Context: an optimization exercise on an open-source flow, tuned for small area, a short achievable clock period and few clock cycles. The choices shown serve that exercise and are no tape-out recipe.
Where RTL was checked, it was by simulation tests only, not by an equivalence proof against the original.
Power is estimated from default activity; no workload was simulated.

==> run a <==
## e20_top
module e20_top (
    input  wire        clk,
    input  wire        rst,
    output reg         mem_req,
    output reg         mem_we,
    output reg  [12:0] mem_addr,
    output wire [15:0] mem_wdata,
    input  wire [15:0] mem_rdata,
    input  wire        mem_ready,
    output wire        ev1_valid,
    output wire [1:0]  ev1_status,    
    output wire [15:0] ev1_pc,
    output wire [12:0] ev1_addr,
    output wire [2:0]  ev1_row,
    output wire        ev2_valid,
    output wire [1:0]  ev2_status,
    output wire [15:0] ev2_pc,
    output wire [12:0] ev2_addr,
    output wire [3:0]  ev2_row,
    output wire        halted,
    output wire [15:0] pc_out,
    input  wire [2:0]  dbg_sel,
    output wire [15:0] dbg_reg
);
export LEC_CHECK = 0
export ABC_CLOCK_PERIOD_IN_PS = 4000
export CAP_MARGIN = 20
export CORE_MARGIN = 2
export CORE_UTILIZATION = 55
export CTS_BUF_LIST = sky130_fd_sc_hd__clkbuf_8
export CTS_CLUSTER_SIZE = 30
export SETUP_SLACK_MARGIN = 3.8
export SLEW_MARGIN = 20
export TNS_END_PERCENT = 0
create_clock -name core_clock -period 8.0 [get_ports {clk}]
run.sh (not shown) runs the stock make flow with config.mk's settings and CLKGATE_MAP_FILE= SYNTH_SCRIPT=/design/flow/synth_recipe.tcl, a recipe that flattens the netlist after the stock synthesis.
==> run b (differences from run a) <==
==> flow/design.v (replaced) <==
module e20_cache_level #(
    parameter BLK_BITS = 2,    
    parameter ROW_BITS = 3,    
    parameter WAYS     = 2
) (
    input  wire                 clk,
    input  wire                 rst,
    input  wire                 access,    
    input  wire [12:0]          addr,
    output wire [ROW_BITS-1:0]  row,
    output reg                  hit
);
    localparam TAG_BITS = 13 - BLK_BITS - ROW_BITS;
    localparam ROWS     = 1 << ROW_BITS;
    localparam LINES    = ROWS * WAYS;
    localparam CNT_BITS = (WAYS < 2) ? 1 : (WAYS < 4) ? 2 : (WAYS < 8) ? 3 : 4;
    wire [TAG_BITS-1:0] tag = addr[12:BLK_BITS+ROW_BITS];
    assign row = addr[BLK_BITS+ROW_BITS-1:BLK_BITS];
    wire [LINES*TAG_BITS-1:0] tags_flat;
    wire [ROWS*CNT_BITS-1:0]  cnt_flat;
    wire [WAYS*TAG_BITS-1:0] row_tags = tags_flat[row*WAYS*TAG_BITS +: WAYS*TAG_BITS];
    wire [CNT_BITS-1:0]      row_cnt  = cnt_flat[row*CNT_BITS +: CNT_BITS];
    integer i;
    reg [WAYS-1:0] shift;      
    always @(*) begin
        hit   = 1'b0;
        shift = {WAYS{1'b1}};  
        for (i = 0; i < WAYS; i = i + 1) begin
            if (row_cnt >= WAYS - i && row_tags[i*TAG_BITS +: TAG_BITS] == tag)
                hit = 1'b1;
        end
        if (hit) begin
            for (i = 0; i < WAYS; i = i + 1)
                shift[i] = 1'b0;
            for (i = 0; i < WAYS; i = i + 1) begin
                if (row_cnt >= WAYS - i && row_tags[i*TAG_BITS +: TAG_BITS] == tag)
                    shift = ~((1 << i) - 1);    
            end
        end
    end
    wire                cnt_up  = !hit && row_cnt != WAYS;
    wire [CNT_BITS-1:0] cnt_new = row_cnt + 1'b1;
    genvar r, p;
    generate
        for (r = 0; r < ROWS; r = r + 1) begin : g_row
            wire upd = access && (row == r);
            reg [CNT_BITS-1:0] cnt_q;
            always @(posedge clk) begin
                if (rst)
                    cnt_q <= {CNT_BITS{1'b0}};
                else if (upd && cnt_up)
                    cnt_q <= cnt_new;
            end
            assign cnt_flat[r*CNT_BITS +: CNT_BITS] = cnt_q;
            for (p = 0; p < WAYS; p = p + 1) begin : g_line
                reg [TAG_BITS-1:0] tag_q;
                wire [TAG_BITS-1:0] tag_in;
                if (p == WAYS - 1) begin : g_end
                    assign tag_in = tag;
                end else begin : g_mid
                    assign tag_in = tags_flat[(r*WAYS+p+1)*TAG_BITS +: TAG_BITS];
                end
                always @(posedge clk) begin
                    if (upd && shift[p])
                        tag_q <= tag_in;
                end
                assign tags_flat[(r*WAYS+p)*TAG_BITS +: TAG_BITS] = tag_q;
            end
        end
    endgenerate
endmodule
module e20_top (
    input  wire        clk,
    input  wire        rst,
    output reg         mem_req,
    output reg         mem_we,
    output reg  [12:0] mem_addr,
    output wire [15:0] mem_wdata,
    input  wire [15:0] mem_rdata,
    input  wire        mem_ready,
    output wire        ev1_valid,
    output wire [1:0]  ev1_status,    
    output wire [15:0] ev1_pc,
    output wire [12:0] ev1_addr,
    output wire [2:0]  ev1_row,
    output wire        ev2_valid,
    output wire [1:0]  ev2_status,
    output wire [15:0] ev2_pc,
    output wire [12:0] ev2_addr,
    output wire [3:0]  ev2_row,
    output wire        halted,
    output wire [15:0] pc_out,
    input  wire [2:0]  dbg_sel,
    output wire [15:0] dbg_reg
);
    reg [15:0] pc;
    reg        halt_q;
    reg [15:0] regs [1:7];
    reg        mact;
    reg        mst;          
    reg [12:0] maddr;
    reg [15:0] mwdata;
    reg [2:0]  mrd;
    reg        evv;
    reg        ev_st;
    reg        ev_h1;
    reg        ev_h2;
    wire [15:0] ir     = mem_rdata;
    wire [2:0]  opcode = ir[15:13];
    wire [2:0]  rA     = ir[12:10];
    wire [2:0]  rB     = ir[9:7];
    wire [2:0]  rD     = ir[6:4];
    wire [3:0]  func   = ir[3:0];
    wire [15:0] imm    = {{9{ir[6]}}, ir[6:0]};
    wire [15:0] target = {3'b000, ir[12:0]};
    wire [15:0] va = (rA == 3'd0) ? 16'd0 : regs[rA];
    wire [15:0] vb = (rB == 3'd0) ? 16'd0 : regs[rB];
    wire [15:0] pc1;
    wire [15:0] pcm1;
    e20_incdec u_pcid (.x(pc), .inc(pc1), .dec(pcm1));
    wire [15:0] btgt;
    wire        btgt_co;
    e20_add16 u_bt (.a(pc), .b(imm), .cin(1'b1), .sum(btgt), .cout(btgt_co));
    wire op_rrr  = (opcode == 3'd0);
    wire op_alu  = op_rrr && (func[3:2] == 2'b00 || func == 4'd4);
    wire op_jr   = op_rrr && (func == 4'd8);
    wire op_bad  = op_rrr && !op_alu && !op_jr;
    wire op_mem  = (opcode == 3'd4) || (opcode == 3'd5);
    wire do_halt = (opcode == 3'd2) && (target == pc);
    wire exec = !mact && !halt_q && mem_ready;
    wire        use_imm = !op_rrr;
    wire        inv     = op_rrr ? (func[2:0] == 3'd1 || func[2:0] == 3'd4) : (opcode == 3'd7);
    wire [15:0] bx      = (use_imm ? imm : vb) ^ {16{inv}};
    wire [15:0] sum;
    wire        cout;
    e20_add16 u_add (.a(va), .b(bx), .cin(inv), .sum(sum), .cout(cout));
    wire        lt = !cout;      
    wire       look = mact && mem_ready;
    wire       l1_hit, l2_hit;
    wire [2:0] l1_row;
    wire [3:0] l2_row;
    e20_cache_level #(.BLK_BITS(2), .ROW_BITS(3), .WAYS(2)) u_l1 (
        .clk(clk), .rst(rst), .access(look), .addr(maddr),
        .row(l1_row), .hit(l1_hit)
    );
    e20_cache_level #(.BLK_BITS(3), .ROW_BITS(4), .WAYS(4)) u_l2 (
        .clk(clk), .rst(rst), .access(look && (mst || !l1_hit)), .addr(maddr),
        .row(l2_row), .hit(l2_hit)
    );
    wire [15:0] ev_pc = pcm1;
    assign ev1_valid  = evv;
    assign ev1_status = ev_st ? 2'd2 : {1'b0, !ev_h1};
    assign ev1_pc     = ev_pc;
    assign ev1_addr   = maddr;
    assign ev1_row    = maddr[4:2];
    assign ev2_valid  = evv && (ev_st || !ev_h1);
    assign ev2_status = ev_st ? 2'd2 : {1'b0, !ev_h2};
    assign ev2_pc     = ev_pc;
    assign ev2_addr   = maddr;
    assign ev2_row    = maddr[6:3];
    assign halted  = halt_q;
    assign pc_out  = pc;
    assign dbg_reg = (dbg_sel == 3'd0) ? 16'd0 : regs[dbg_sel];
    assign mem_wdata = mwdata;
    always @(*) begin
        mem_req  = !halt_q;
        mem_we   = mact && mst;
        mem_addr = mact ? maddr : pc[12:0];
    end
    reg        wr_en;
    reg [2:0]  wr_idx;
    reg [15:0] wr_val;
    reg [15:0] next_pc;
    always @(*) begin
        wr_en   = 1'b0;
        wr_idx  = rB;
        wr_val  = sum;
        next_pc = pc1;
        case (opcode)
            3'd0: begin
                wr_en  = op_alu;
                wr_idx = rD;
                case (func[2:0])
                    3'd2: wr_val = va | vb;
                    3'd3: wr_val = va & vb;
                    3'd4: wr_val = {15'd0, lt};
                    default: wr_val = sum;
                endcase
                if (op_jr) next_pc = va;
            end
            3'd1: wr_en = 1'b1;
            3'd2: next_pc = target;
            3'd3: begin wr_en = 1'b1; wr_idx = 3'd7; wr_val = pc1; next_pc = target; end
            3'd6: if (va == vb) next_pc = btgt;
            3'd7: begin wr_en = 1'b1; wr_val = {15'd0, lt}; end
            default: ;
        endcase
    end
    integer k;
    always @(posedge clk) begin
        if (rst) begin
            pc     <= 16'd0;
            halt_q <= 1'b0;
            mact   <= 1'b0;
            evv    <= 1'b0;
            for (k = 1; k < 8; k = k + 1)
                regs[k] <= 16'd0;
        end else begin
            evv <= look;
            if (look) begin
                ev_st <= mst;
                ev_h1 <= l1_hit;
                ev_h2 <= l2_hit;
                mact  <= 1'b0;
                pc    <= pc1;
                if (!mst && mrd != 3'd0)
                    regs[mrd] <= mem_rdata;
            end
            if (exec) begin
                if (do_halt) begin
                    halt_q <= 1'b1;
                end else if (op_mem) begin
                    mact   <= 1'b1;
                    mst    <= opcode[0];
                    maddr  <= sum[12:0];
                    mwdata <= vb;
                    mrd    <= rB;
                end else if (!op_bad) begin
                    if (wr_en && wr_idx != 3'd0)
                        regs[wr_idx] <= wr_val;
                    pc <= next_pc;
                end
            end
        end
    end
endmodule
module e20_add16 (
    input  wire [15:0] a,
    input  wire [15:0] b,
    input  wire        cin,
    output wire [15:0] sum,
    output wire        cout
);
    wire [15:0] p = a ^ b;
    wire [15:0] g0 = (a & b) | {15'd0, p[0] & cin};
    wire [15:0] pp0 = p;
    wire [15:0] g1, g2, g3, g4, pp1, pp2, pp3;
    genvar i;
    generate
        for (i = 0; i < 16; i = i + 1) begin : g_l1
            if (i >= 1) begin : g_c
                assign g1[i]  = g0[i] | (pp0[i] & g0[i-1]);
                assign pp1[i] = pp0[i] & pp0[i-1];
            end else begin : g_p
                assign g1[i]  = g0[i];
                assign pp1[i] = pp0[i];
            end
        end
        for (i = 0; i < 16; i = i + 1) begin : g_l2
            if (i >= 2) begin : g_c
                assign g2[i]  = g1[i] | (pp1[i] & g1[i-2]);
                assign pp2[i] = pp1[i] & pp1[i-2];
            end else begin : g_p
                assign g2[i]  = g1[i];
                assign pp2[i] = pp1[i];
            end
        end
        for (i = 0; i < 16; i = i + 1) begin : g_l3
            if (i >= 4) begin : g_c
                assign g3[i]  = g2[i] | (pp2[i] & g2[i-4]);
                assign pp3[i] = pp2[i] & pp2[i-4];
            end else begin : g_p
                assign g3[i]  = g2[i];
                assign pp3[i] = pp2[i];
            end
        end
        for (i = 0; i < 16; i = i + 1) begin : g_l4
            if (i >= 8) begin : g_c
                assign g4[i] = g3[i] | (pp3[i] & g3[i-8]);
            end else begin : g_p
                assign g4[i] = g3[i];
            end
        end
    endgenerate
    assign sum  = p ^ {g4[14:0], cin};
    assign cout = g4[15];
endmodule
module e20_incdec (
    input  wire [15:0] x,
    output wire [15:0] inc,
    output wire [15:0] dec
);
    genvar i;
    generate
        for (i = 0; i < 16; i = i + 1) begin : g_bit
            if (i == 0) begin : g_0
                assign inc[i] = ~x[0];
                assign dec[i] = ~x[0];
            end else begin : g_i
                assign inc[i] = x[i] ^ (&x[i-1:0]);
                assign dec[i] = x[i] ^ ~(|x[i-1:0]);
            end
        end
    endgenerate
endmodule
==> flow/config.mk (replaced) <==
export PLATFORM = sky130hd
export DESIGN_NAME = e20_top
export DESIGN_NICKNAME = e20_top
export VERILOG_FILES = /design/flow/design.v
export SDC_FILE = /design/flow/constraint.sdc
export NUM_CORES = 4
export LEC_CHECK = 0
export ABC_AREA = 1
export ABC_CLOCK_PERIOD_IN_PS = 4000
export CAP_MARGIN = 20
export CORE_MARGIN = 2
export CORE_UTILIZATION = 40
export SETUP_SLACK_MARGIN = 3.8
export SLEW_MARGIN = 20
export TNS_END_PERCENT = 0
==> run c (differences from run a) <==
--- a/flow/design.v
+++ b/flow/design.v
@@ -92,16 +92,19 @@
     output wire [15:0] dbg_reg
 );
     reg [15:0] pc;           
     reg [15:0] ir;
     reg        irv;          
     reg [15:0] va_q;         
     reg [15:0] vb_q;         
     reg        eq_q;         
+    reg        d_tgt;        
+    reg        d_jr;         
+    reg        d_jeq;        
     reg        halt_q;
     reg [15:0] regs [1:7];
     reg        mact;
     reg        mst;          
     reg [12:0] maddr;
     reg [15:0] mwdata;
     reg [2:0]  mrd;
     reg        evv;
@@ -209,17 +212,28 @@
     assign ev2_row    = maddr[6:3];
     assign halted  = halt_q;
     assign pc_out  = pc;
     assign dbg_reg = (dbg_sel == 3'd0) ? 16'd0 : regs[dbg_sel];
     assign mem_wdata = mwdata;
     always @(*) begin
         mem_req  = !halt_q;
         mem_we   = mact && mst;
-        mem_addr = mact ? maddr : (irv ? next_pc[12:0] : pc[12:0]);
+        if (mact)
+            mem_addr = maddr;
+        else if (!irv)
+            mem_addr = pc[12:0];
+        else if (d_tgt)
+            mem_addr = ir[12:0];
+        else if (d_jr)
+            mem_addr = va_q[12:0];
+        else if (d_jeq && eq_q)
+            mem_addr = btgt[12:0];
+        else
+            mem_addr = pc1[12:0];
     end
     integer k;
     always @(posedge clk) begin
         va_q <= va_d;
         vb_q <= vb_d;
         eq_q <= (va_d == vb_d);
         if (rst) begin
             pc     <= 16'd0;
@@ -251,18 +265,21 @@
                     mact   <= 1'b1;
                     mst    <= opcode[0];
                     maddr  <= sum[12:0];
                     mwdata <= vb;
                     mrd    <= rB;
                 end
             end
             if (fetch) begin
-                ir  <= mem_rdata;
-                irv <= mem_ready;
+                ir    <= mem_rdata;
+                irv   <= mem_ready;
+                d_tgt <= mem_rdata[15:14] == 2'b01;
+                d_jr  <= mem_rdata[15:13] == 3'd0 && mem_rdata[3:0] == 4'd8;
+                d_jeq <= mem_rdata[15:13] == 3'd6;
             end
         end
     end
 endmodule
 module e20_add16 (
     input  wire [15:0] a,
     input  wire [15:0] b,
     input  wire        cin,
==> comparison table <==
                                                                      run c       run b       run a
First-pass GRT wire length                                           183 mm      194 mm      174 mm
Layout inverter count without the clock tree                             70         310          96
Global Route Usage Sum                                                32.3%       26.0%       32.0%
Total combinational power                                           1370 uW     1410 uW     1310 uW
Leakage power                                                     0.0163 uW   0.0172 uW   0.0160 uW
Post-CTS resize count                                                    28         366          45
Detail Route met3 WL                                                9.68 mm     10.5 mm     8.74 mm
Combinational power share                                             14.1%       14.7%       13.5%
Reg-to-Reg Start                                                     ir[15]    maddr[2]    maddr[3]
Multi-input combinational cell count                                   1870        2838        1740
CTS Sinks                                                               828         759         825
Non-clock buffering overhead in the final layout                      5.03%       6.95%       4.86%
Hold slack final                                                   0.429 ns    0.430 ns    0.419 ns
Power density over the cells                                     211 nW/um2  210 nW/um2  214 nW/um2
Number of enable-type register cells in the synthesized netlist         695         676         692
Number of standard cells after synthesis                               2995        4144        2869
Outcome                                    no timing/DRC/antenna violations  no timing/DRC/antenna violations  no timing/DRC/antenna violations
Instance area after placement                                     43300 um2   41000 um2   42300 um2
PnR worst setup slack                                               1.58 ns     3.49 ns     1.96 ns
Worst IR drop on VDD                                             0.000147 V  0.000176 V  0.000144 V
Testbench counts of run b, summed over its fixed seeds: cycles 41,504.
No functional check of the RTL was part of run a and run c.

## separate check: timing with driven ports
No port has a modelled driver above. Below, the same layouts with a new extraction and two added sets of constraints.
Step 1 (the two cells are an assumption about what drives the block):
set clk [get_ports {clk}]
set_driving_cell -lib_cell sky130_fd_sc_hd__clkbuf_16 $clk
set_driving_cell -lib_cell sky130_fd_sc_hd__buf_2 [delete_from_list [all_inputs] $clk]
Step 2, shift: input delay + t, output delay - t, t = (earliest + latest rising clock arrival at the registers) / 2. This alone moves slack from input paths to output paths.
Slacks: no drivers / after step 1 / after step 2; pairs: no drivers / after step 1.
run	t (ns)	slack for setup (ns)	hold WS [ns]
run a	0.867	1.964 / 1.894 / 2.150	0.419 / 0.419 / 0.419
run b	0.708	3.491 / 3.346 / 2.880	0.430 / 0.430 / 0.430
run c	0.855	1.583 / 1.519 / 1.871	0.429 / 0.429 / 0.429
After both steps every run listed still meets setup and hold. The setup slack of run b, which loses most, moves by -0.145 ns with the drivers and by -0.611 ns with both steps.
